Source: an optimization exercise on an open RTL-to-GDS flow (aim: small area, a short achievable clock period and few clock cycles per item). Production flows keep margins and buffers that such runs may drop.
The RTL was checked by simulation tests, not by an equivalence proof against the original design.
Power figures rest on the tool's default switching activity, not on a simulated workload.

`design.v`:
```
module time_orderer (
    input  wire         clk,
    input  wire         rst_n,
    input  wire         cmd_valid,
    output wire         cmd_ready,
    input  wire [127:0] cmd,
    output reg          res_valid,
    output reg  [3:0]   res_status,
    output reg          hit_valid,
    input  wire         hit_ready,
    output reg          hit_dir,
    output reg  [14:0]  hit_chan,
    output reg  [63:0]  hit_time,
    output reg  [31:0]  hit_tot,
    output reg  [4:0]   fault
);
    localparam NCHAN = 8;
    localparam DEPTH = 4;
    localparam HW    = 97;               
    integer i, j, k;
    reg         rdy_q;
    reg         m_v;
    reg [127:0] m_cmd;
    assign cmd_ready = rdy_q;
    wire acc     = cmd_valid & rdy_q;
    wire acc_op5 = acc & (cmd[127:124] == 4'h5);
    reg [HW-1:0] slot [0:NCHAN-1][0:DEPTH-1];
    reg [DEPTH-1:0] sv [0:NCHAN-1];      
    reg [5:0]    total;
    reg          mresp_pend;             
    reg [NCHAN-1:0] stale;               
    reg          bef [0:NCHAN-1][0:NCHAN-1];
    wire [3:0]  op       = m_cmd[127:124];
    wire        is_op5   = (op == 4'h5);
    wire        is_add   = (op == 4'h4) && (m_cmd[122:111] == 12'd0);
    wire        is_merge = is_op5 && (m_cmd[123:0] == 124'd0);
    wire        in_range = (m_cmd[110:99] == 12'd0);
    wire [2:0]  ac       = m_cmd[98:96];
    wire [DEPTH-1:0] asv = sv[ac];
    wire        full     = asv[DEPTH-1];
    wire        m_act    = m_v && !mresp_pend;
    wire        merging  = m_act && is_merge && (total != 6'd0);
    wire        m_done   = m_act && !merging;
    wire        do_store = m_done && is_add && in_range && !full;
    wire        m_load   = !m_v || m_done;
    reg [NCHAN-1:0] vld;
    always @* begin
        for (i = 0; i < NCHAN; i = i + 1)
            vld[i] = sv[i][0];
    end
    reg [63:0]      st_t;
    reg [NCHAN-1:0] below;
    reg [NCHAN-1:0] goes_first;          
    always @* begin
        st_t = 64'd0;
        for (i = 0; i < NCHAN; i = i + 1)
            st_t = st_t | ({64{stale[i]}} & slot[i][0][95:32]);
        for (j = 0; j < NCHAN; j = j + 1) begin
            below[j] = 1'b0;
            for (i = 0; i < j; i = i + 1)
                below[j] = below[j] | stale[i];
            goes_first[j] = (st_t < slot[j][0][95:32]) |
                            ((st_t == slot[j][0][95:32]) & below[j]);
        end
    end
    reg befn [0:NCHAN-1][0:NCHAN-1];
    reg [NCHAN-1:0] win;
    always @* begin
        for (i = 0; i < NCHAN; i = i + 1)
            for (j = 0; j < NCHAN; j = j + 1)
                befn[i][j] = 1'b0;
        for (i = 0; i < NCHAN; i = i + 1)
            for (j = i + 1; j < NCHAN; j = j + 1)
                befn[i][j] = stale[i] ? goes_first[j] : (stale[j] ? !goes_first[i] : bef[i][j]);
        for (i = 0; i < NCHAN; i = i + 1) begin
            win[i] = vld[i];
            for (j = 0; j < NCHAN; j = j + 1) begin
                if (j < i) win[i] = win[i] & (!vld[j] | !befn[j][i]);
                if (j > i) win[i] = win[i] & (!vld[j] |  befn[i][j]);
            end
        end
    end
    reg [HW-1:0] sel_hit;
    reg [2:0]    sel_c;
    always @* begin
        sel_hit = {HW{1'b0}};
        sel_c   = 3'd0;
        for (i = 0; i < NCHAN; i = i + 1) begin
            sel_hit = sel_hit | ({HW{win[i]}} & slot[i][0]);
            sel_c   = sel_c | ({3{win[i]}} & i[2:0]);
        end
    end
    wire taken    = hit_valid && hit_ready;
    wire out_free = !hit_valid || hit_ready;
    wire pop      = merging && out_free;
    wire last_pop = pop && (total == 6'd1);
    wire [HW-1:0] wdata = {m_cmd[123], m_cmd[63:0], m_cmd[95:64]};
    always @(posedge clk) begin
        for (i = 0; i < NCHAN; i = i + 1)
            for (k = 0; k < DEPTH; k = k + 1) begin
                if (merging) begin
                    if (pop && win[i] && k < DEPTH - 1)
                        slot[i][k] <= slot[i][(k + 1) % DEPTH];
                end else begin
                    if (do_store && ac == i && !sv[i][k] && (k == 0 || sv[i][(k + DEPTH - 1) % DEPTH]))
                        slot[i][k] <= wdata;
                end
            end
    end
    always @(posedge clk) begin
        if (m_load) m_cmd <= cmd;
    end
    always @(posedge clk) begin
        if (pop) begin
            hit_dir  <= sel_hit[96];
            hit_time <= sel_hit[95:32];
            hit_tot  <= sel_hit[31:0];
            hit_chan <= {12'd0, sel_c};
        end
        for (i = 0; i < NCHAN; i = i + 1)
            for (j = i + 1; j < NCHAN; j = j + 1)
                bef[i][j] <= befn[i][j];
    end
    always @(posedge clk) begin
        if (!rst_n) begin
            rdy_q      <= 1'b1;
            m_v        <= 1'b0;
            hit_valid  <= 1'b0;
            res_valid  <= 1'b0;
            res_status <= 4'd0;
            fault      <= 5'd0;
            total      <= 6'd0;
            mresp_pend <= 1'b0;
            stale      <= {NCHAN{1'b0}};
            for (i = 0; i < NCHAN; i = i + 1)
                sv[i] <= {DEPTH{1'b0}};
        end else begin
            if (m_load)        m_v <= acc;
            else if (last_pop) m_v <= 1'b0;
            rdy_q <= !((m_load ? acc_op5 : (m_v && is_op5 && !last_pop)) ||
                       (mresp_pend && !taken));
            for (i = 0; i < NCHAN; i = i + 1) begin
                if (do_store && ac == i)
                    sv[i] <= {sv[i][DEPTH-2:0], 1'b1};
                if (pop && win[i])
                    sv[i] <= {1'b0, sv[i][DEPTH-1:1]};
                stale[i] <= (pop && win[i] && sv[i][1]) ||
                            (do_store && ac == i && !sv[i][0]);
            end
            if (do_store)  total <= total + 6'd1;
            else if (pop)  total <= total - 6'd1;
            if (out_free) hit_valid <= pop;
            if (last_pop)   mresp_pend <= 1'b1;
            else if (taken) mresp_pend <= 1'b0;
            res_valid <= 1'b0;
            if (mresp_pend && taken) begin
                res_valid  <= 1'b1;
                res_status <= 4'd0;
            end else if (m_done) begin
                res_valid <= 1'b1;
                if (is_add) begin
                    if (!in_range) begin
                        res_status <= 4'd1;
                        fault[0]   <= 1'b1;
                    end else if (full) begin
                        res_status <= 4'd4;
                        fault[3]   <= 1'b1;
                    end else
                        res_status <= 4'd0;
                end else if (is_merge) begin
                    res_status <= 4'd0;
                end else begin
                    res_status <= 4'd5;
                    fault[4]   <= 1'b1;
                end
            end
        end
    end
endmodule
```
`run.sh`:
```
#!/bin/bash
# synth_recipe.tcl (not shown) runs the flow's synth.tcl, then flattens the netlist and writes it again
# the make line also repeats each setting of config.mk as NAME=value (left out here)
make -C /OpenROAD-flow-scripts/flow DESIGN_CONFIG=/design/flow/config.mk WORK_HOME=/design/flow/orfs CLKGATE_MAP_FILE= SYNTH_SCRIPT=/design/flow/synth_recipe.tcl finish
```
`constraint.sdc`:
```
create_clock -name core_clock -period 27.0 [get_ports {clk}]
set_input_delay 5.4000 -clock core_clock [delete_from_list [all_inputs] [get_ports {clk}]]
set_output_delay 5.4000 -clock core_clock [all_outputs]
set_load 0.01 [all_outputs]
```
`config.mk`:
```
export PLATFORM = sky130hd
export DESIGN_NAME = time_orderer
export DESIGN_NICKNAME = time_orderer
export VERILOG_FILES = /design/flow/design.v
export SDC_FILE = /design/flow/constraint.sdc
export NUM_CORES = 4
export LEC_CHECK = 0
export CAP_MARGIN = 20
export CORE_MARGIN = 2
export CORE_UTILIZATION = 40
export SLEW_MARGIN = 20
export SYNTH_MEMORY_MAX_BITS = 8192
```
==> run summary, run 1 <==
* Status: no timing/DRC/antenna violations
* Critical path arrival at 10.36 ns
* Via count at 92240
* Largest net degree at the start of global routing at 223
* Switching Share at 21.27%
* FMAX at 101.8 MHz
* Slew @ Worst Pin at 1.236 ns
* # setup viols final at 0
* GP Congestion at 0.9532
* Leakage power at 67.94 nW
* Antenna violations before repair at 20
* Area contributors post-synth: edfxtp_1 68%, a21o_1 12%, ha_1 4.4%
* Site Rows at 222
* First-pass GRT wire length at 680.2 mm
* Buf+Inv Stages, Crit Path at 5
* Startpoint types: register
* Global router's overall resource usage at 25.29%
* Async SR Flop Fraction at 0%
* Share of the synthesized area in the top cell type at 68.26%
* Nets at 10900
* CTS tree: done
* Worst slew margin at 16.82%
* Area of the core at 365300 µm²
* PortBufs at 239
* Delay-heaviest family, CP: simple AND/OR/NAND/NOR gates
* Final period util at 36.39%
* Hold Slack at 0.4194 ns
* Die area at 371300 µm²
* Layout cell share with drive strength beyond 1 at 8.266%
* Final Skew at 0.09497 ns
* Comb power frac at 3.8%
* Max Cap Viol at 0
* Sw Pwr at 2.380 mW
* HPWL Detailed at 298.2 mm
* Worst setup path startpoint: stale[6]
* Top cell by count, worst path: buf_4
* Top_reg_cell synth: edfxtp_1
* Drt pass-1 iters at 9
* Post-CTS repair timing setup buffer count at 0
* Die Y at 609.4 µm
* Cell Chain, Critical Path: buf_4, a22oi_1, nand4_1, ha_1, nand4_1, nor4_2, buf_4, nand4_1, nor4_2, buf_4, nor2_1, a221o_1, a2111o_2, nor2_4, buf_4, nand2_1, nand2_4, buf_4
* Crit path required time at 27.53 ns
* Hold path startpoint: sv[4][1]
* Crit Path Max Fanout at 50
* Vias in the first global route at 89950
* Crit path largest cell delay at 0.93 ns
* Most frequent cell after synthesis: edfxtp_1
* Fill count at 31810
* Mapped Area at 146600 µm²
* Routed wl met3 at 39.59 mm
* Initial DRC count at 12530
* Fin. max-slew vios at 0
* CTS Sinks at 3416
* Die width at 609.4 µm
* Cts bufs inserted at 364
* Routed wl met2 at 217.2 mm
* M1 wire length at 205.2 mm
* Buffer type at the clock tree root: clkbuf_16
* Starting density of the core at 40.13%
* Worst Hold Class: register to register
* CTS clock-pin slew for the worst setup and hold paths at 0.07 ns
* Largest area contributor in the netlist: edfxtp_1
* Cells after Synth at 10160
* Slowest CP cell: nand2_4
* WS Path Type: register to register
* DRC Markers at 0
* Flop and latch count out of synthesis at 3416
* RSZ-0062 raised after global routing: false
* Clock Power Share at 43.6%
* Reg2reg start: stale[6]
* Antenna-violating nets left at 0
* I/O pin total at 256
* Max Root-Sink Buffers at 4
* Area grow syn2layout at 13.35%
* Post-synth EDFFs at 3332
* Setup_tns at 0 ns
* Routed wire length per instance at 31.32 µm
* Post-synth cell types at 84
* Max VDD drop at 0.05314 mV
* Clk latency of the worst-skew pair at 1.00 ns
* Part of the Yosys area used for sequential elements at 69.40%
* Via-to-Cell Ratio at 6.001
* Worst setup EP type: register
* Power Internal at 8.807 mW
* H-tree depth at 5
* Most frequent cells after synthesis: 3332 x edfxtp_1, 2363 x a21o_1, 676 x clkbuf_1
* Register share of total power at 52.6%
* Final hold violations at 0
* Top layer in use: met5
* Final WL at 481.5 mm
* Yosys warns at 5
* Mean Syn Cell Area at 14.43 µm²
* Hold Buf Count CTS at 0
* Period minus WS final at 9.826 ns
* Gr ovfl total at 0
* Post_cts resized at 0
* Pwr dens at 67.33 nW/µm²
## worst paths after layout
path                                endpoint  slack, ns  depth (start not counted)
worst max-delay path            slot[30][63]      17.17                         18
worst min-delay path                sv[4][2]       0.42                          2
worst max register to register  slot[30][63]      17.17                         18
worst min register to register      sv[4][2]       0.42                          2
## state kept, by name (all words and copies together) (netlist names)
name        cells
hit_chan        3
res_valid       1
fault           3
hit_dir         1
m_cmd         128
hit_time       64
m_v             1
total           6
slot         3104
stale           8
hit_valid       1
rdy_q           1
mresp_pend      1
hit_tot        32
res_status      2
bef            28
sv             32
## power by group through the flow
stage	clock [mW]	combinational, mW	sequential, mW
floorplan	0	0.266	6.00
global route	5.15	0.462	5.88
finish	4.88	0.422	5.89
CTS	4.96	0.425	5.89
detailed placement	0	0.421	6.00
global placement	0	0.409	6.00
## area by class of cell
| class | instances | area (µm²) | area share, % |
|---|---|---|---|
| Sequential cell | 3416 | 101800 | 61.25 |
| Multi-Input combinational cell | 5347 | 40000 | 24.07 |
| Clock inverter | 202 | 1804 | 1.086 |
| Tap cell | 4816 | 6026 | 3.627 |
| Timing Repair Buffer | 516 | 4619 | 2.780 |
| Clock buffer | 457 | 9617 | 5.788 |
| Inverter | 611 | 2298 | 1.383 |
| Antenna cell | 7 | 17.52 | 0.01054 |
## cells by family (layout without fill, tap and decap cells)
kind of cell | after synthesis | after routing | share of synthesized area, %
buffers and inverters | 1407 | 1786 | 3.708
DFF | 3416 | 3416 | 69.40
adders and majority gates | 515 | 515 | 4.396
muxes | 22 | 22 | 0.1562
xor gates and xnor gates | 4 | 4 | 0.02390
other | 1 | 23 | 0.002558
AOI/OAI and AO/OA | 3458 | 3458 | 17.35
and+or+nand+nor | 1332 | 1332 | 4.958
## layout by cell type (no fill, tap or decap), drive strengths merged, types with 17 or more instances in the layout
master and n:
o211ai 22, clkbuf 457, clkinv 148, nor2 142, bufinv 24, dfxtp 84, a22oi 363, o21ai 114
nor3 295, nor2b 23, clkdlybuf4s50 239, nand4 183, a221oi 18, a31oi 17, buf 277, ha 515
a211oi 45, a2111oi 106, nand4b 63, inv 629, edfxtp 3332, and3 76, a21oi 239, nor3b 38
nor4 76, nand2 233, a21o 2363, nand3 111, a32oi 41, o21a 18
## worst min-delay path, stage by stage, from the launching register on
cell,delay [ns]
dfxtp_1,0.31
nand2_1,0.05
a21oi_1,0.05
## through the flow
step	instance area, µm²	utilization [%]	cells	total power, mW	worst slack [ns]
finish	166100	45.49	15370	11.19	17.17
global route	166100	45.48	15370	11.50	17.11
CTS	166100	45.47	15360	11.27	17.48
detailed placement	154700	42.34	14700	6.420	16.79
global placement	154500	42.30	14700	6.407	16.76
floorplan	146600	-	10170	6.267	13.57
## routing by layer
layer	up-vias	GRT usage [%]
met5	-	0
met2	4528	39.06
li1	39370	-
met3	859	3.923
met1	47480	36.13
met4	10	9.221
Testbench counts, summed over its fixed seeds: cycles 13,092, commands 6,730.
==> run 2: changes to the inputs <==
--- a/design.v
+++ b/design.v
@@ -24,8 +24,9 @@
     assign cmd_ready = rdy_q;
     wire acc     = cmd_valid & rdy_q;
     wire acc_op5 = acc & (cmd[127:124] == 4'h5);
-    reg [HW-1:0] slot [0:NCHAN-1][0:DEPTH-1];
+    reg [HW-1:0] slot [0:NCHAN-1][0:DEPTH-1];    
     reg [DEPTH-1:0] sv [0:NCHAN-1];      
+    reg [1:0]    bp [0:NCHAN-1];         
     reg [5:0]    total;
     reg          mresp_pend;             
     reg [NCHAN-1:0] stale;               
@@ -95,17 +96,22 @@
     wire pop      = merging && out_free;
     wire last_pop = pop && (total == 6'd1);
     wire [HW-1:0] wdata = {m_cmd[123], m_cmd[63:0], m_cmd[95:64]};
+    wire [HW-1:0] wdata_g = {HW{!merging}} & wdata;
+    reg  [HW-1:0] head_d [0:NCHAN-1];
+    always @* begin
+        for (i = 0; i < NCHAN; i = i + 1)
+            head_d[i] = ({HW{merging && bp[i] == 2'd0}} & slot[i][1]) |
+                        ({HW{merging && bp[i] == 2'd1}} & slot[i][2]) |
+                        ({HW{merging && bp[i] == 2'd2}} & slot[i][3]) | wdata_g;
+    end
     always @(posedge clk) begin
-        for (i = 0; i < NCHAN; i = i + 1)
-            for (k = 0; k < DEPTH; k = k + 1) begin
-                if (merging) begin
-                    if (pop && win[i] && k < DEPTH - 1)
-                        slot[i][k] <= slot[i][(k + 1) % DEPTH];
-                end else begin
-                    if (do_store && ac == i && !sv[i][k] && (k == 0 || sv[i][(k + DEPTH - 1) % DEPTH]))
-                        slot[i][k] <= wdata;
-                end
-            end
+        for (i = 0; i < NCHAN; i = i + 1) begin
+            if ((merging && pop && win[i]) || (do_store && ac == i && !sv[i][0]))
+                slot[i][0] <= head_d[i];
+            for (k = 1; k < DEPTH; k = k + 1)
+                if (do_store && ac == i && !sv[i][k] && sv[i][k-1])
+                    slot[i][k] <= wdata;
+        end
     end
     always @(posedge clk) begin
         if (m_load) m_cmd <= cmd;
@@ -132,8 +138,10 @@
             total      <= 6'd0;
             mresp_pend <= 1'b0;
             stale      <= {NCHAN{1'b0}};
-            for (i = 0; i < NCHAN; i = i + 1)
+            for (i = 0; i < NCHAN; i = i + 1) begin
                 sv[i] <= {DEPTH{1'b0}};
+                bp[i] <= 2'd0;
+            end
         end else begin
             if (m_load)        m_v <= acc;
             else if (last_pop) m_v <= 1'b0;
@@ -142,8 +150,12 @@
             for (i = 0; i < NCHAN; i = i + 1) begin
                 if (do_store && ac == i)
                     sv[i] <= {sv[i][DEPTH-2:0], 1'b1};
-                if (pop && win[i])
+                if (pop && win[i]) begin
                     sv[i] <= {1'b0, sv[i][DEPTH-1:1]};
+                    bp[i] <= bp[i] + 2'd1;
+                end
+                if (do_store && ac == i && !sv[i][0])
+                    bp[i] <= 2'd0;
                 stale[i] <= (pop && win[i] && sv[i][1]) ||
                             (do_store && ac == i && !sv[i][0]);
             end
--- a/config.mk
+++ b/config.mk
@@ -5,8 +5,10 @@
 export SDC_FILE = /design/flow/constraint.sdc
 export NUM_CORES = 4
 export LEC_CHECK = 0
-export CAP_MARGIN = 20
+export CAP_MARGIN = 75
 export CORE_MARGIN = 2
-export CORE_UTILIZATION = 40
-export SLEW_MARGIN = 20
+export CORE_UTILIZATION = 60
+export CTS_CLUSTER_DIAMETER = 200
+export CTS_CLUSTER_SIZE = 30
+export SLEW_MARGIN = 90
 export SYNTH_MEMORY_MAX_BITS = 8192
==> run 2 against run 1 <==
Synthesized area is 4.0% lower. The flow now stops in 5_1_grt. Synthesized cell count is 3.7% lower.
==> run summary, run 2 <==
* Failed at: 5_1_grt
* CTS Sinks at 3432 (+0.47%)
* Largest net degree at the start of global routing at 32
* Most frequent cell after synthesis: edfxtp_1
* Cts bufs inserted at 132 (-64%)
* Post-synth EDFFs at 3332 (unchanged)
* GP Congestion at 1.030 (+8.0%)
* First error: [ERROR DPL-0038] Utilization greater than 100%, impossible to legalize
* Most frequent cells after synthesis: 3332 x edfxtp_1, 1105 x a22oi_1, 1036 x a21oi_1
* Worst slack, placed at -28.96 ns (-45.74 ns)
* Mean Syn Cell Area at 14.39 µm² (-0.30%)
* Cells after DPL at 18690 (+27%)
* PortBufs at 239 (unchanged)
* Mapped Area at 140800 µm² (-4.0%)
* Yosys warns at 7 (+2)
* Die Y at 488.4 µm (-20%)
* Status: aborted with a tool error
* Site Rows at 177 (-20%)
* Post-synth cell types at 99 (+18%)
* Starting density of the core at 60.43% (+20 points)
* Largest area contributor in the netlist: edfxtp_1
* Max Root-Sink Buffers at 3 (-1)
* I/O pin total at 256 (unchanged)
* Buffer type at the clock tree root: clkbuf_16
* Die width at 488.4 µm (-20%)
* Flop and latch count out of synthesis at 3432 (+0.47%)
* HPWL Detailed at 502.6 mm (+69%)
* H-tree depth at 4 (-1)
* Area contributors post-synth: edfxtp_1 71%, a22oi_1 5.9%, ha_1 4.8%
* Cells after Synth at 9782 (-3.7%)
* Post-DP Area at 207600 µm² (+34%)
* Top_reg_cell synth: edfxtp_1
* Hold Buf Count CTS at 0 (unchanged)
* Part of the Yosys area used for sequential elements at 72.50% (+3.1 points)
* Async SR Flop Fraction at 0% (unchanged)
* Share of the synthesized area in the top cell type at 71.07% (+2.8 points)
==> run 2: how the worst max path moves through the flow <==
stage | slack, ns | to | cells after the start
floorplan | 15.94 | slot[12][0] | 7
global placement | 17.54 | slot[4][52] | 8
detailed placement | -28.96 | hit_time[63] | 182
CTS | -9.83 | hit_time[63] | 125
==> run 2: cell families after synthesis <==
family	count (synthesis)	share of synthesized area (%)
DFF	3432	72.50
AOI/OAI and AO/OA	2837	13.42
and+or+nand+nor	1767	5.774
buffers and inverters	1183	3.362
adders and majority gates	539	4.790
muxes	13	0.09332
xor gates and xnor gates	10	0.06222
other	1	0.002664
==> run 2: power groups by stage <==
stage | registers [mW] | logic (mW) | clock network, mW
CTS | 5.91 | 0.440 | 2.53
floorplan | 6.08 | 0.111 | 0
global placement | 6.04 | 0.256 | 0
detailed placement | 6.03 | 0.429 | 0
==> run 2: repair_timing <==
| item | CTS |
|---|---|
| buffers inserted | 107 |
| pin swaps | 29 |
| resized for setup | 274 |
| setup endpoints to repair | 942 |
Testbench counts of run 2, summed over its fixed seeds: cycles 13,092, commands 6,730.
==> run 3: changes to the inputs <==
--- a/design.v
+++ b/design.v
@@ -30,6 +30,7 @@
     reg [5:0]    total;
     reg          mresp_pend;             
     reg [NCHAN-1:0] stale;               
+    reg [NCHAN-1:0] stale_n;             
     reg          bef [0:NCHAN-1][0:NCHAN-1];
     wire [3:0]  op       = m_cmd[127:124];
     wire        is_op5   = (op == 4'h5);
@@ -54,8 +55,10 @@
     reg [NCHAN-1:0] goes_first;          
     always @* begin
         st_t = 64'd0;
-        for (i = 0; i < NCHAN; i = i + 1)
-            st_t = st_t | ({64{stale[i]}} & slot[i][0][95:32]);
+        for (i = 0; i < NCHAN; i = i + 1) begin
+            st_t[31:0]  = st_t[31:0]  | ({32{stale[i]}}    & slot[i][0][63:32]);
+            st_t[63:32] = st_t[63:32] | ({32{!stale_n[i]}} & slot[i][0][95:64]);
+        end
         for (j = 0; j < NCHAN; j = j + 1) begin
             below[j] = 1'b0;
             for (i = 0; i < j; i = i + 1)
@@ -138,6 +141,7 @@
             total      <= 6'd0;
             mresp_pend <= 1'b0;
             stale      <= {NCHAN{1'b0}};
+            stale_n    <= {NCHAN{1'b1}};
             for (i = 0; i < NCHAN; i = i + 1) begin
                 sv[i] <= {DEPTH{1'b0}};
                 bp[i] <= 2'd0;
@@ -156,8 +160,10 @@
                 end
                 if (do_store && ac == i && !sv[i][0])
                     bp[i] <= 2'd0;
-                stale[i] <= (pop && win[i] && sv[i][1]) ||
-                            (do_store && ac == i && !sv[i][0]);
+                stale[i]   <= (pop && win[i] && sv[i][1]) ||
+                              (do_store && ac == i && !sv[i][0]);
+                stale_n[i] <= !((pop && win[i] && sv[i][1]) ||
+                                (do_store && ac == i && !sv[i][0]));
             end
             if (do_store)  total <= total + 6'd1;
             else if (pop)  total <= total - 6'd1;
==> config.mk (replaced) <==
export PLATFORM = sky130hd
export DESIGN_NAME = time_orderer
export DESIGN_NICKNAME = time_orderer
export VERILOG_FILES = /design/flow/design.v
export SDC_FILE = /design/flow/constraint.sdc
export NUM_CORES = 4
export LEC_CHECK = 0
export CAP_MARGIN = 50
export CORE_MARGIN = 2
export CORE_UTILIZATION = 60
export CTS_CLUSTER_DIAMETER = 100
export CTS_CLUSTER_SIZE = 20
export SLEW_MARGIN = 75
export SYNTH_MEMORY_MAX_BITS = 8192
==> run 3 against run 2 <==
Now clean on timing, DRC and antenna. Synthesized area decreased by 0.69%. Synthesized cell count decreased by 2.1%.
==> run summary, run 3 <==
* Status: no timing/DRC/antenna violations
* Post-CTS repair timing setup buffer count at 0 (-100%)
* Clk latency of the worst-skew pair at 0.92 ns
* Setup_tns at 0 ns
* Worst setup margin at 18.65 ns
* PortBufs at 239 (unchanged)
* Cells after Synth at 9573 (-2.1%)
* Site Rows at 177 (unchanged)
* Worst Hold Class: register to register
* Mapped Area at 139800 µm² (-0.69%)
* Routed wire length per instance at 36.93 µm
* Post_cts resized at 0 (-100%)
* Pwr dens at 56.83 nW/µm²
* Worst slack, placed at 17.85 ns (+46.81 ns)
* Hold Buf Count CTS at 0 (unchanged)
* Leakage power at 57.02 nW
* Area grow syn2layout at 16.73%
* GP Congestion at 0.9821 (-4.6%)
* Initial DRC count at 17400
* I/O pin total at 256 (unchanged)
* Drt pass-1 iters at 12
* Via-to-Cell Ratio at 7.126
* Flop and latch count out of synthesis at 3440 (+0.23%)
* Antenna violations before repair at 9
* Vias in the first global route at 91790
* WS Path Type: primary input to register
* Delay-heaviest family, CP: buffers and inverters
* Buf+Inv Stages, Crit Path at 8
* First-pass GRT wire length at 688.7 mm
* Fill count at 14790
* DRC Markers at 0
* Layout cell share with drive strength beyond 1 at 12.75%
* Gr ovfl total at 0
* Fin. max-slew vios at 0
* Part of the Yosys area used for sequential elements at 73.12% (+0.62 points)
* Nets at 11020
* Global router's overall resource usage at 41.39%
* Area contributors post-synth: edfxtp_1 72%, a22oi_1 5.4%, ha_1 4.8%
* Biggest registers after layout: slot x3104, m_cmd x128, hit_time x64
* Crit path largest cell delay at 0.52 ns
* Starting density of the core at 60.24% (-0.19 points)
* Final Power at 9.274 mW
* Die area at 236900 µm²
* Top_reg_cell synth: edfxtp_1
* H-tree depth at 4 (unchanged)
* Cell Chain, Critical Path: clkdlybuf4s50_1, nor2b_2, or3_4, inv_12, nand4_1, clkdlybuf4s18_2, o21ai_4, buf_2, buf_8, buf_12, buf_8, buf_12
* Area of the core at 232100 µm²
* Final WL at 497.5 mm
* Slowest CP cell: clkdlybuf4s50_1
* CTS clock-pin slew for the worst setup and hold paths at 0.08 ns
* Max Cap Viol at 0
* Post-synth cell types at 90 (-9.1%)
* Mean Syn Cell Area at 14.60 µm² (+1.5%)
* Worst setup EP type: register
* Final hold violations at 0
* Async SR Flop Fraction at 0% (unchanged)
* Share of the synthesized area in the top cell type at 71.57% (+0.50 points)
* HPWL Detailed at 350.5 mm (-30%)
* CTS tree: done
* FMAX at 119.8 MHz
* Max VDD drop at 0.07161 mV
* Period minus WS final at 8.347 ns
* Largest area contributor in the netlist: edfxtp_1
* Final Skew at 0.08218 ns
* Yosys warns at 7 (unchanged)
* Buffer type at the clock tree root: clkbuf_16
* Most frequent cells after synthesis: 3332 x edfxtp_1, 1010 x a22oi_1, 1006 x a21oi_1
* RSZ-0062 raised after global routing: false
* Commonest non-fill, non-tap cells in the layout: 3332 x edfxtp_1, 1008 x a22oi_1, 989 x a21oi_1
* Critical path arrival at 8.91 ns
* Most flops, register: slot
* Crit Path Max Fanout at 40
* Antenna-violating nets left at 0
* Commonest non-fill, non-tap cell in the layout: edfxtp_1
* Max Root-Sink Buffers at 3 (unchanged)
* Most frequent cell after synthesis: edfxtp_1
* CTS Sinks at 3440 (+0.23%)
* Die Y at 486.7 µm (-0.34%)
* Multi-input gate area at 34940 µm²
* Crit path required time at 27.57 ns
* # setup viols final at 0
* Die width at 486.7 µm (-0.34%)
* Final period util at 30.91%
* Max reg flops at 3104
* Via count at 96000
* Cts bufs inserted at 196 (+48%)
* Startpoint types: primary input
* Largest net degree at the start of global routing at 42
* Register Area at 102300 µm²
* Post-synth EDFFs at 3332 (unchanged)
run 3: power by group:
group | switching (mW) | internal, mW
Combinational | 0.208 | 0.0818
Sequential | 0.0104 | 5.89
Clock | 1.71 | 1.37
run 3: metrics by stage:
| stage | util (%) | cell area, µm² | instances | hold WS, ns |
|---|---|---|---|---|
| floorplan | - | 139900 | 9588 | 0.4486 |
| global placement | 63.01 | 146200 | 12570 | 0.4413 |
| detailed placement | 67.60 | 156900 | 13180 | 0.4408 |
| CTS | 70.04 | 162600 | 13450 | 0.4547 |
| global route | 70.31 | 163200 | 13470 | 0.4942 |
| finish | 70.31 | 163200 | 13470 | 0.4530 |
run 3: kinds of logic (layout without fill, tap and decap cells):
kind of cell,after synthesis,in the layout,share of synthesized area [%]
mux,13,13,0.1047
simple gates,1708,1708,5.680
other cells,1,19,0.002682
flops,3440,3440,73.12
compound gates,2727,2727,13.04
fa+ha+maj,539,539,4.824
buf+inv,1132,1970,3.151
xor+xnor,13,13,0.08144
run 3: worst reg2reg max path, delay by kind of cell (launching register included):
| kind | cells | cell delay, ns |
|---|---|---|
| AO/OA/AOI/OAI | 7 | 1.63 |
| buffers and inverters | 14 | 3.88 |
| flip-flops | 1 | 0.37 |
| adder cells (fa/ha/maj) | 1 | 0.34 |
| AND/OR/NAND/NOR | 6 | 1.93 |
run 3: metal layers:
layer	track usage [%]	wire, µm
met5	0	23
met1	58.04	182200
met4	18.64	27200
met2	61.63	218700
met3	10.50	69410
run 3: layout make-up:
class / count / area share, %
repair buffers: 1125 / 8.802
clock buffers: 244 / 3.142
multi-input cells: 5016 / 21.41
clock inverters: 30 / 0.3220
inverters: 571 / 1.322
flip-flops and latches: 3440 / 62.66
well taps: 3043 / 2.333
diodes: 3 / 0.004600
run 3: path summary, 6_finish.rpt:
| kind | startpoint | end | slack, ns | cells after the start |
|---|---|---|---|---|
| setup / recovery | hit_ready | slot[16][67] | 18.65 | 12 |
| hold / removal | fault[0] | fault[0] | 0.45 | 2 |
| setup reg to reg | stale_n[0] | hit_time[41] | 18.73 | 28 |
| hold reg to reg | fault[0] | fault[0] | 0.45 | 2 |
Testbench counts of run 3, summed over its fixed seeds: cycles 13,092, commands 6,730.
==> run 4: changes to the inputs <==
--- a/config.mk
+++ b/config.mk
@@ -8,7 +8,5 @@
 export CAP_MARGIN = 50
 export CORE_MARGIN = 2
 export CORE_UTILIZATION = 60
-export CTS_CLUSTER_DIAMETER = 100
-export CTS_CLUSTER_SIZE = 20
 export SLEW_MARGIN = 75
 export SYNTH_MEMORY_MAX_BITS = 8192
==> run 4 against run 3 <==
Power is 17% higher. Critical path depth rose by 16. Still clean. Register-to-register slack worse by 0.09 ns. Largest cell class unchanged. Clock-buffer cell count increased by 180. Via count grew 2.2%. Design area up 3.2%. Global-route usage increased by 0.79 points. Largest power group unchanged. Clock power up 52%. Critical path type is now register to register. Cell count grew 2.5%. Clock skew increased by 0.031 ns.
==> run summary, run 4 <==
* Post-synth cell types at 90 (unchanged)
* Setup_tns at 0 ns (unchanged)
* Post-DP Area at 156900 µm² (unchanged)
* Gr ovfl total at 0 (unchanged)
* Status: no timing/DRC/antenna violations
* Final Power at 10.88 mW (+17%)
* Part of the Yosys area used for sequential elements at 73.12% (unchanged)
* Die Y at 486.7 µm (unchanged)
* Max VDD drop at 0.06539 mV (-8.7%)
* Most flops, register: slot
* Cells after Synth at 9573 (unchanged)
* Sw Pwr at 2.257 mW (+17%)
* Nets at 11180 (+1.4%)
* Pwr dens at 64.60 nW/µm² (+14%)
* Antenna-violating nets left at 0 (unchanged)
* Post-synth EDFFs at 3332 (unchanged)
* GP Congestion at 0.9821 (unchanged)
* Area of the core at 232100 µm² (unchanged)
* HPWL Detailed at 350.5 mm (unchanged)
* H-tree depth at 5 (+1)
* Routed wire length per instance at 36.72 µm (-0.57%)
* Antenna violations before repair at 6 (-3)
* Via-to-Cell Ratio at 7.105 (-0.29%)
* CTS clock-pin slew for the worst setup and hold paths at 0.06 ns (-0.02 ns)
* Crit path required time at 27.78 ns (+0.21 ns)
* Max Root-Sink Buffers at 4 (+1)
* Layout cell share with drive strength beyond 1 at 14.74% (+2.0 points)
* Hold Slack at 0.4489 ns (-0.004052 ns)
* R2r worst-path depth at 28 (unchanged)
* Switching Share at 20.74% (-0.076 points)
* Share of the synthesized area in the top cell type at 71.57% (unchanged)
* CTS tree: done
* Cts bufs inserted at 352 (+80%)
* Biggest registers after layout: slot x3104, m_cmd x128, hit_time x64
* Buffer type at the clock tree root: clkbuf_16
* Largest area contributor in the netlist: edfxtp_1
* Clk latency of the worst-skew pair at 1.01 ns (+0.09 ns)
* Final WL at 507.2 mm (+1.9%)
* FMAX at 119.6 MHz (-0.14%)
* WS Path Type: register to register
* Top cell by count, worst path: buf_8
* Most frequent cell after synthesis: edfxtp_1
* Site Rows at 177 (unchanged)
* Critical path arrival at 9.14 ns (+0.23 ns)
* Final Skew at 0.1135 ns (+0.03137 ns)
* Register Area at 102300 µm² (unchanged)
* Post-CTS repair timing setup buffer count at 0 (unchanged)
* Vias in the first global route at 94440 (+2.9%)
* Fin. max-slew vios at 0 (unchanged)
* Slowest CP cell: or4_2
* Flop and latch count out of synthesis at 3440 (unchanged)
* Register share of total power at 54.3% (-9.3 points)
* Largest net degree at the start of global routing at 42 (unchanged)
* Max reg flops at 3104 (unchanged)
* Comb power frac at 2.7% (-0.4 points)
* Fill count at 14130 (-4.4%)
* Worst Hold Class: register to register
* Yosys warns at 7 (unchanged)
* Worst setup EP type: register
* Async SR Flop Fraction at 0% (unchanged)
* Top_reg_cell synth: edfxtp_1
* Power Internal at 8.622 mW (+17%)
* CTS Sinks at 3440 (unchanged)
* Most frequent cells after synthesis: 3332 x edfxtp_1, 1010 x a22oi_1, 1006 x a21oi_1
* Die width at 486.7 µm (unchanged)
* Leakage power at 59.60 nW (+4.5%)
* Drt pass-1 iters at 8 (-4)
* Hold Buf Count CTS at 0 (unchanged)
* Multi-input gate area at 34940 µm² (about the same)
* Mapped Area at 139800 µm² (unchanged)
* Final Cell Area at 168400 µm² (+3.2%)
* Crit path largest cell delay at 0.83 ns (+0.31 ns)
* Final hold violations at 0 (unchanged)
* Mean Syn Cell Area at 14.60 µm² (unchanged)
* Commonest non-fill, non-tap cells in the layout: 3332 x edfxtp_1, 1008 x a22oi_1, 989 x a21oi_1
* Area grow syn2layout at 20.45%
* Max Cap Viol at 0 (unchanged)
* First-pass GRT wire length at 702.7 mm (+2.0%)
* DRC Markers at 0 (unchanged)
* Global router's overall resource usage at 42.18% (+0.79 points)
* I/O pin total at 256 (unchanged)
* Starting density of the core at 60.24% (unchanged)
* Final period util at 30.96% (+0.044 points)
* Startpoint types: register
* Initial DRC count at 17630 (+1.3%)
* Crit Path Max Fanout at 22 (-45%)
* PortBufs at 239 (unchanged)
* Die area at 236900 µm² (unchanged)
* Period minus WS final at 8.359 ns (+0.01200 ns)
* # setup viols final at 0 (unchanged)
* RSZ-0062 raised after global routing: false
* Via count at 98130 (+2.2%)
* Post_cts resized at 0 (unchanged)
* Area contributors post-synth: edfxtp_1 72%, a22oi_1 5.4%, ha_1 4.8%
* Hold Crit Depth at 2 (unchanged)
* Commonest non-fill, non-tap cell in the layout: edfxtp_1
* Clock Power Share at 43.0% (+9.8 points)
==> run 4: final timing paths <==
path / startpoint / slack (ns) / to
min reg2reg: fault[0] / 0.45 / fault[0]
max reg2reg: stale_n[0] / 18.64 / hit_time[39]
max: stale_n[0] / 18.64 / hit_time[39]
min: fault[0] / 0.45 / fault[0]
==> run 4: logic make-up after synthesis <==
kind of cell | Yosys count | synth area share, %
AO/OA/AOI/OAI | 2727 | 13.04
XOR/XNOR | 13 | 0.08144
adder cells (fa/ha/maj) | 539 | 4.824
buffers and inverters | 1132 | 3.151
flip-flops | 3440 | 73.12
multiplexers | 13 | 0.1047
other | 1 | 0.002682
AND/OR/NAND/NOR | 1708 | 5.680
==> run 4: metal layers <==
layer	track usage, %	wire [µm]	up-vias
li1	-	-	39460
met1	58.24	182400	48220
met2	62.36	221800	8734
met3	11.39	72630	1711
met4	20.92	30240	6
met5	0	28	-
==> run 4: final cells by class <==
| cell class | instances | share of cell area, % |
|---|---|---|
| diodes | 4 | 0.005944 |
| clock buffers | 424 | 5.465 |
| clock inverters | 190 | 0.9837 |
| inverters | 571 | 1.281 |
| multi-input cells | 5016 | 20.75 |
| flip-flops and latches | 3440 | 60.72 |
| well taps | 3043 | 2.261 |
| repair buffers | 1124 | 8.531 |
==> run 4: power by group through the flow <==
| stage | Clock (mW) | Combinational, mW | Sequential, mW |
|---|---|---|---|
| 4_1_cts | 4.68 | 0.282 | 5.91 |
| 3_5_place_dp | 0 | 0.278 | 6.02 |
| 5_1_grt | 4.88 | 0.315 | 5.91 |
| 2_1_floorplan | 0 | 0.100 | 6.06 |
| 3_3_place_gp | 0 | 0.241 | 6.03 |
| 6_report | 4.68 | 0.291 | 5.91 |
==> run 4: worst max-delay path: cells and delay by family (launching register included) <==
kind	cells	cell delay [ns]
adders and majority gates	1	0.34
AOI/OAI and AO/OA	7	1.54
and+or+nand+nor	6	1.97
DFF	1	0.36
buffers and inverters	14	3.84
==> run 4: through the flow <==
| step | util, % | worst slack [ns] | cells |
|---|---|---|---|
| after global placement | 63.01 | 16.91 | 12570 |
| after floorplan | - | 16.03 | 9588 |
| after detailed placement | 67.60 | 17.85 | 13180 |
| final | 72.56 | 18.64 | 13810 |
| after global routing | 72.55 | 18.69 | 13810 |
| after CTS | 72.28 | 18.82 | 13790 |
==> run 5: changes to the inputs <==
--- a/config.mk
+++ b/config.mk
@@ -7,6 +7,6 @@
 export LEC_CHECK = 0
 export CAP_MARGIN = 50
 export CORE_MARGIN = 2
-export CORE_UTILIZATION = 60
+export CORE_UTILIZATION = 45
 export SLEW_MARGIN = 75
 export SYNTH_MEMORY_MAX_BITS = 8192
==> run 5 against run 4 <==
Still clean on timing, DRC and antenna. First-iteration DRC count fell by 14%. Sequential cell count stayed put. Hold slack better by 0.024 ns. Clock power increased by 5.6%. Non-clock buffer count up 77. Clock skew decreased by 0.045 ns. Die area up 33%. Critical endpoint is now slot[16][82].
==> run summary, run 5 <==
* Largest family of logic cells by synthesized area: compound AO/OA/AOI/OAI gates
* Clock Power Share at 44.3% (+1.3 points)
* CTS Sinks at 3440 (unchanged)
* Max Root-Sink Buffers at 4 (unchanged)
* FMAX at 124.8 MHz (+4.3%)
* Mean Syn Cell Area at 14.60 µm² (unchanged)
* Max Cap Viol at 0 (unchanged)
* Top_reg_cell synth: edfxtp_1
* Antenna violations before repair at 15 (+9)
* Sw Pwr at 2.362 mW (+4.7%)
* PortBufs at 239 (unchanged)
* Layout cell share with drive strength beyond 1 at 15.21% (+0.46 points)
* Biggest registers after layout: slot x3104, m_cmd x128, hit_time x64
* Routed wire length per instance at 34.79 µm (-5.3%)
* Post-synthesis mux area share at 0.1047% (unchanged)
* Worst Hold Class: register to register
* Critical path arrival at 8.62 ns (-0.52 ns)
* Part of the Yosys area used for sequential elements at 73.12% (unchanged)
* Share of the synthesized area in the top cell type at 71.57% (unchanged)
* Hold Buf Count CTS at 0 (unchanged)
* Gr ovfl total at 0 (unchanged)
* Cts bufs inserted at 358 (+1.7%)
* Setup_tns at 0 ns (unchanged)
* Status: no timing/DRC/antenna violations
* Largest area contributor in the netlist: edfxtp_1
* CTS tree: done
* Buffer type at the clock tree root: clkbuf_16
* Final core occ at 55.34% (-17 points)
* Post-CTS repair timing setup buffer count at 0 (unchanged)
* Flop-to-flop setup slack at 19.01 ns (+0.37 ns)
* Final Cell Area at 171100 µm² (+1.6%)
* Worst setup EP type: register
* Area contributors post-synth: edfxtp_1 72%, a22oi_1 5.4%, ha_1 4.8%
* Switching Share at 21.19% (+0.45 points)
* Die width at 561.4 µm (+15%)
* Crit path largest cell delay at 0.54 ns (-0.29 ns)
* Vias in the first global route at 91730 (-2.9%)
* Cells after Synth at 9573 (unchanged)
* Initial DRC count at 15140 (-14%)
* GP Congestion at 0.9569 (-2.6%)
* Max reg flops at 3104 (unchanged)
* Post-DP Area at 158900 µm² (+1.3%)
* Site Rows at 204 (+15%)
* Crit path required time at 27.61 ns (-0.17 ns)
* Top cell by count, worst path: buf_12
* Hold path startpoint: fault[0]
* Yosys warns at 7 (unchanged)
* Async SR Flop Fraction at 0% (unchanged)
* Die area at 315100 µm² (+33%)
* Most flops, register: slot
* Drt pass-1 iters at 11 (+3)
* Synth Area in XOR/XNOR at 0.08144% (unchanged)
* Register share of total power at 53.0% (-1.3 points)
* Via-to-Cell Ratio at 6.384 (-10%)
* RSZ-0062 raised after global routing: false
* Mapped Area at 139800 µm² (unchanged)
* Leakage power at 60.20 nW (+1.0%)
* Area of the core at 309100 µm² (+33%)
* Startpoint types: primary input
* Most frequent cells after synthesis: 3332 x edfxtp_1, 1010 x a22oi_1, 1006 x a21oi_1
* Final Skew at 0.06821 ns (-0.04533 ns)
* Hold Crit Depth at 2 (unchanged)
* # setup viols final at 0 (unchanged)
* Nets at 11260 (+0.74%)
* Flop and latch count out of synthesis at 3440 (unchanged)
* Post-synth EDFFs at 3332 (unchanged)
* Clk latency of the worst-skew pair at 0.97 ns (-0.04 ns)
* Hold Slack at 0.4729 ns (+0.02404 ns)
* Power Internal at 8.782 mW (+1.9%)
* WS Path Type: primary input to register
* H-tree depth at 5 (unchanged)
* Most frequent cell after synthesis: edfxtp_1
* Hold EP: fault[0]
* Starting density of the core at 45.23% (-15 points)
* DRC Markers at 0 (unchanged)
* Delay-heaviest family, CP: buffers and inverters
* HPWL Detailed at 370.2 mm (+5.6%)
* Commonest non-fill, non-tap cells in the layout: 3332 x edfxtp_1, 1008 x a22oi_1, 990 x a21oi_1
* Largest net degree at the start of global routing at 38 (-9.5%)
* Synth Area in Compound Gates at 13.04% (unchanged)
* CTS clock-pin slew for the worst setup and hold paths at 0.06 ns (about the same)
* Antenna-violating nets left at 0 (unchanged)
* Final period util at 29.68% (-1.3 points)
* I/O pin total at 256 (unchanged)
* Pwr dens at 65.15 nW/µm² (+0.84%)
* Adder-Cell Fraction of Synth Area at 4.824% (unchanged)
* Simple-gate share of the synthesized area at 5.680% (unchanged)
* Period minus WS final at 8.013 ns (-0.3463 ns)
* First-pass GRT wire length at 719.6 mm (+2.4%)
* Final WL at 522.1 mm (+2.9%)
* Commonest non-fill, non-tap cell in the layout: edfxtp_1
* Reg2reg start: stale_n[1]
* Area grow syn2layout at 22.36%
* Cell Chain, Critical Path: clkdlybuf4s50_1, nor2b_2, or3_4, inv_16, buf_16, nand4_1, buf_2, o21ai_4, buf_8, buf_12, buf_8, buf_12, buf_12
* Max VDD drop at 0.07038 mV (+7.6%)
* Fin. max-slew vios at 0 (unchanged)
* Slowest CP cell: clkdlybuf4s50_1
* Buf+Inv Stages, Crit Path at 9 (-5)
* Critical R2R Capture: hit_time[42]
* Comb power frac at 2.6% (about the same)
* Final hold violations at 0 (unchanged)
* R2r worst-path depth at 26 (-7.1%)
* Global router's overall resource usage at 32.37% (-9.8 points)
* Crit Path Max Fanout at 30 (+36%)
* Via count at 95810 (-2.4%)
* Die Y at 561.4 µm (+15%)
* Post_cts resized at 0 (unchanged)
* Post-synth cell types at 90 (unchanged)
run 5: cell counts after synthesis:
No cell type changed its count.
run 5: cell families (layout without fill, tap and decap cells):
kind of cell	after synthesis	in the layout
multiplexers	13	13
flip-flops	3440	3440
XOR/XNOR	13	13
adder cells (fa/ha/maj)	539	539
other	1	25
AND/OR/NAND/NOR	1708	1708
AO/OA/AOI/OAI	2727	2727
buffers and inverters	1132	2422
run 5: how the worst max path moves through the flow:
| stage | from | endpoint | slack, ns | depth (start not counted) |
|---|---|---|---|---|
| 6_report | hit_ready | slot[16][82] | 18.99 | 13 |
| 5_1_grt | stale_n[1] | hit_time[42] | 18.89 | 26 |
| 4_1_cts | hit_ready | slot[16][73] | 19.14 | 13 |
| 3_5_place_dp | hit_ready | slot[16][74] | 18.16 | 13 |
| 3_3_place_gp | hit_ready | slot[16][74] | 16.99 | 8 |
| 2_1_floorplan | hit_ready | slot[0][0] | 16.03 | 8 |
run 5: per-layer routing:
layer / up-vias / wire length (µm) / track usage (%)
met1: 48590 / 206400 / 45.10
met4: 8 / 23600 / 12.65
met2: 6401 / 234900 / 49.98
met3: 1131 / 57130 / 6.625
met5: - / 54 / 0
li1: 39680 / - / -
run 5: worst register-to-register path: stages (launching register included):
cell	delay, ns
dfxtp_1	0.34
buf_8	0.20
buf_12	0.23
o22ai_1	0.10
or4_2	0.83
ha_1	0.35
nand4_1	0.28
or4_2	0.92
nor4_4	0.43
buf_2	0.23
o221ai_1	0.17
buf_4	0.21
o311a_1	0.20
a21boi_4	0.27
buf_2	0.29
nand3_1	0.12
nor4bb_4	0.18
buf_2	0.16
and3_4	0.18
buf_8	0.16
buf_12	0.17
buf_12	0.17
buf_12	0.23
buf_12	0.24
a222oi_1	0.38
clkdlybuf4s50_1	0.55
nand3_1	0.07
run 5: stage by stage:
step                setup WS, ns  cells  power [mW]
global placement           16.99  13670       6.287
floorplan                  16.03   9588       6.163
CTS                        19.14  14980       11.19
detailed placement         18.16  14330       6.313
finish                     18.99  15010       11.14
global route               18.89  15000       11.42
run 5: final cells by class:
class                           count  area [µm²]
Clock buffer                      429        9299
Multi-Input combinational cell   5016       34970
Inverter                          571        2161
Tap cell                         4120        5155
Sequential cell                  3440      102200
Fill cell                       24270      138000
Antenna cell                        9       22.52
Timing Repair Buffer             1201       14920
Clock inverter                    221        2281
run 5: power groups by stage:
stage               clock network (mW)  registers [mW]  logic (mW)
CTS                               4.99            5.91       0.290
global placement                     0            6.03       0.259
floorplan                            0            6.06       0.100
detailed placement                   0            6.02       0.289
global route                      5.19            5.91       0.321
finish                            4.94            5.91       0.295
==> run 6: changes to the inputs <==
--- a/config.mk
+++ b/config.mk
@@ -7,6 +7,8 @@
 export LEC_CHECK = 0
 export CAP_MARGIN = 50
 export CORE_MARGIN = 2
-export CORE_UTILIZATION = 45
+export CORE_UTILIZATION = 60
+export CTS_CLUSTER_DIAMETER = 110
+export CTS_CLUSTER_SIZE = 24
 export SLEW_MARGIN = 75
 export SYNTH_MEMORY_MAX_BITS = 8192
==> run 6 against run 5 <==
Design area down 5.1%. Via count rose by 0.14%. Global-route usage is 8.8 points higher. Largest cell class unchanged. Largest power group unchanged. Highest routed layer unchanged.
==> run summary, run 6 <==
* Status: no timing/DRC/antenna violations
* Area of the core at 232100 µm² (-25%)
* Drt pass-1 iters at 10 (-1)
* Area contributors post-synth: edfxtp_1 72%, a22oi_1 5.4%, ha_1 4.8%
* # setup viols final at 0 (unchanged)
* Commonest non-fill, non-tap cells in the layout: 3332 x edfxtp_1, 1008 x a22oi_1, 989 x a21oi_1
* Nets at 10990 (-2.4%)
* Starting density of the core at 60.24% (+15 points)
* Synth Area in XOR/XNOR at 0.08144% (unchanged)
* Biggest registers after layout: slot x3104, m_cmd x128, hit_time x64
* Max Cap Viol at 0 (unchanged)
* Part of the Yosys area used for sequential elements at 73.12% (unchanged)
* Site Rows at 177 (-13%)
* Global router's overall resource usage at 41.19% (+8.8 points)
* Top_reg_cell synth: edfxtp_1
* Post-synthesis mux area share at 0.1047% (unchanged)
* Synth Area in Compound Gates at 13.04% (unchanged)
* Initial DRC count at 17150 (+13%)
* Startpoint types: primary input
* CTS Sinks at 3440 (unchanged)
* Worst setup EP type: register
* Leakage power at 56.62 nW (-5.9%)
* Clk latency of the worst-skew pair at 0.89 ns (-0.08 ns)
* Buffer type at the clock tree root: clkbuf_16
* Adder-Cell Fraction of Synth Area at 4.824% (unchanged)
* Crit path required time at 27.55 ns (-0.06 ns)
* Hold Slack at 0.4518 ns (-0.02117 ns)
* Crit Path Max Fanout at 40 (+33%)
* Post-CTS repair timing setup buffer count at 0 (unchanged)
* Largest net degree at the start of global routing at 42 (+11%)
* Async SR Flop Fraction at 0% (unchanged)
* Fin. max-slew vios at 0 (unchanged)
* Vias in the first global route at 91090 (-0.70%)
* Most frequent cell after synthesis: edfxtp_1
* Crit path largest cell delay at 0.53 ns (about the same)
* Routed wire length per instance at 36.94 µm (+6.2%)
* Cts bufs inserted at 165 (-54%)
* Largest family of logic cells by synthesized area: compound AO/OA/AOI/OAI gates
* Antenna violations before repair at 11 (-4)
* Final WL at 496.0 mm (-5.0%)
* Mean Syn Cell Area at 14.60 µm² (unchanged)
* Post-synth EDFFs at 3332 (unchanged)
* Via-to-Cell Ratio at 7.146 (+12%)
* Cells after Synth at 9573 (unchanged)
* Cell Chain, Critical Path: clkdlybuf4s50_1, nor2b_2, or3_4, inv_12, nand4_1, clkdlybuf4s18_2, o21ai_4, buf_2, buf_8, buf_12, buf_8, buf_12
* Worst Hold Class: register to register
* RSZ-0062 raised after global routing: false
* Final period util at 30.99% (+1.3 points)
* Die Y at 486.7 µm (-13%)
* DRC Markers at 0 (unchanged)
* Flop and latch count out of synthesis at 3440 (unchanged)
* Post-synth cell types at 90 (unchanged)
* Die width at 486.7 µm (-13%)
* Layout cell share with drive strength beyond 1 at 12.46% (-2.7 points)
* Critical path arrival at 8.92 ns (+0.30 ns)
* Setup_tns at 0 ns (unchanged)
* Max reg flops at 3104 (unchanged)
* Die area at 236900 µm² (-25%)
* Yosys warns at 7 (unchanged)
* Largest area contributor in the netlist: edfxtp_1
* Slowest CP cell: clkdlybuf4s50_1
* WS Path Type: primary input to register
* Gr ovfl total at 0 (unchanged)
* Period minus WS final at 8.367 ns (+0.3548 ns)
* H-tree depth at 4 (-1)
* Share of the synthesized area in the top cell type at 71.57% (unchanged)
* Commonest non-fill, non-tap cell in the layout: edfxtp_1
* Max VDD drop at 0.06593 mV (-6.3%)
* Most frequent cells after synthesis: 3332 x edfxtp_1, 1010 x a22oi_1, 1006 x a21oi_1
* CTS tree: done
* Mapped Area at 139800 µm² (unchanged)
* I/O pin total at 256 (unchanged)
* Most flops, register: slot
* FMAX at 119.5 MHz (-4.2%)
* Area grow syn2layout at 16.11%
* Via count at 95950 (+0.14%)
* HPWL Detailed at 350.5 mm (-5.3%)
* Fill count at 14960 (-38%)
* Simple-gate share of the synthesized area at 5.680% (unchanged)
* Max Root-Sink Buffers at 3 (-1)
* Pwr dens at 55.59 nW/µm² (-15%)
* CTS clock-pin slew for the worst setup and hold paths at 0.09 ns (+0.03 ns)
* Antenna-violating nets left at 0 (unchanged)
* Post_cts resized at 0 (unchanged)
* Hold Buf Count CTS at 0 (unchanged)
* Final hold violations at 0 (unchanged)
* First-pass GRT wire length at 684.6 mm (-4.9%)
* GP Congestion at 0.9821 (+2.6%)
* PortBufs at 239 (unchanged)
* Final Skew at 0.06442 ns (-0.003791 ns)
[run 6: cell counts after synthesis]
No cell type changed its count.
[run 6: metrics by stage]
stage               worst slack, ns  util (%)  instances  area [µm²]  total power [mW]
floorplan                     16.03         -       9588      139900             6.163
global placement              16.91     63.01      12570      146200             6.273
detailed placement            17.85     67.60      13180      156900             6.303
CTS                           18.78     69.67      13410      161700             9.013
global route                  18.69     69.94      13430      162300             9.219
finish                        18.63     69.94      13430      162300             9.023
[run 6: kinds of logic (layout without fill, tap and decap cells)]
logic type / Yosys count / after routing
DFF: 3440 / 3440
AOI/OAI and AO/OA: 2727 / 2727
and+or+nand+nor: 1708 / 1708
buffers and inverters: 1132 / 1926
adders and majority gates: 539 / 539
xor gates and xnor gates: 13 / 13
muxes: 13 / 13
other: 1 / 18
[run 6: area by class of cell]
class / instances / area [µm²] / area share, %
Inverter: 571 / 2157 / 1.329
Clock inverter: 24 / 437.9 / 0.2698
Multi-Input combinational cell: 5016 / 34930 / 21.52
Clock buffer: 207 / 4350 / 2.680
Antenna cell: 2 / 5.005 / 0.003083
Sequential cell: 3440 / 102300 / 63.00
Tap cell: 3043 / 3807 / 2.346
Timing Repair Buffer: 1124 / 14370 / 8.851
[run 6: metal layers]
metal	GRT usage [%]	part of all wire, %
met5	0	0.025
met4	18.44	5.4
met3	10.52	14
met2	61.28	44
met1	57.81	37
[run 6: path summary, 6_finish.rpt]
| kind | to | slack (ns) | depth (start not counted) | from |
|---|---|---|---|---|
| worst max-delay path | slot[16][67] | 18.63 | 12 | hit_ready |
| worst min-delay path | fault[0] | 0.45 | 2 | fault[0] |
| worst max register to register | hit_time[41] | 18.65 | 28 | stale_n[0] |
| worst min register to register | fault[0] | 0.45 | 2 | fault[0] |
[run 6: power by group]
part | leakage (nW) | internal (mW) | switching, mW
registers | 30.8 | 5.89 | 0.0102
clock network | 2.31 | 1.17 | 1.65
logic | 23.5 | 0.0821 | 0.208
total | 56.6 | 7.15 | 1.87
[run 6: critical path: cells and delay by family]
kind	cells	cell delay (ns)
compound gates	1	0.13
buf+inv	8	2.30
simple gates	3	0.91

## what the ideal ports hide
No port has a modelled driver above. Below, the same layouts with a new extraction and two added sets of constraints.
Step 1 assumes that a clkbuf_16 drives the clock port and a buf_2 every other input.
Step 2, shift: input delay + t, output delay - t, t = (earliest + latest rising clock arrival at the registers) / 2. This alone moves slack from input paths to output paths.
a / b / c = no drivers / after step 1 / after step 2; a / b = the first two.
run	t (ns)	slack for setup (ns)	hold slack, ns
run 1	1.055	17.174 / 17.174 / 16.587	0.419 / 0.419 / 0.419
run 3	0.977	18.653 / 18.729 / 17.753	0.453 / 0.453 / 0.453
run 4	1.052	18.641 / 18.641 / 17.697	0.449 / 0.449 / 0.449
run 5	1.044	18.988 / 19.007 / 18.000	0.473 / 0.473 / 0.473
run 6	0.957	18.633 / 18.653 / 17.755	0.452 / 0.452 / 0.452
After both steps every run listed still meets setup and hold. For run 5, which loses most, drivers alone change the setup slack by +0.019 ns; drivers and shift together by -0.988 ns.
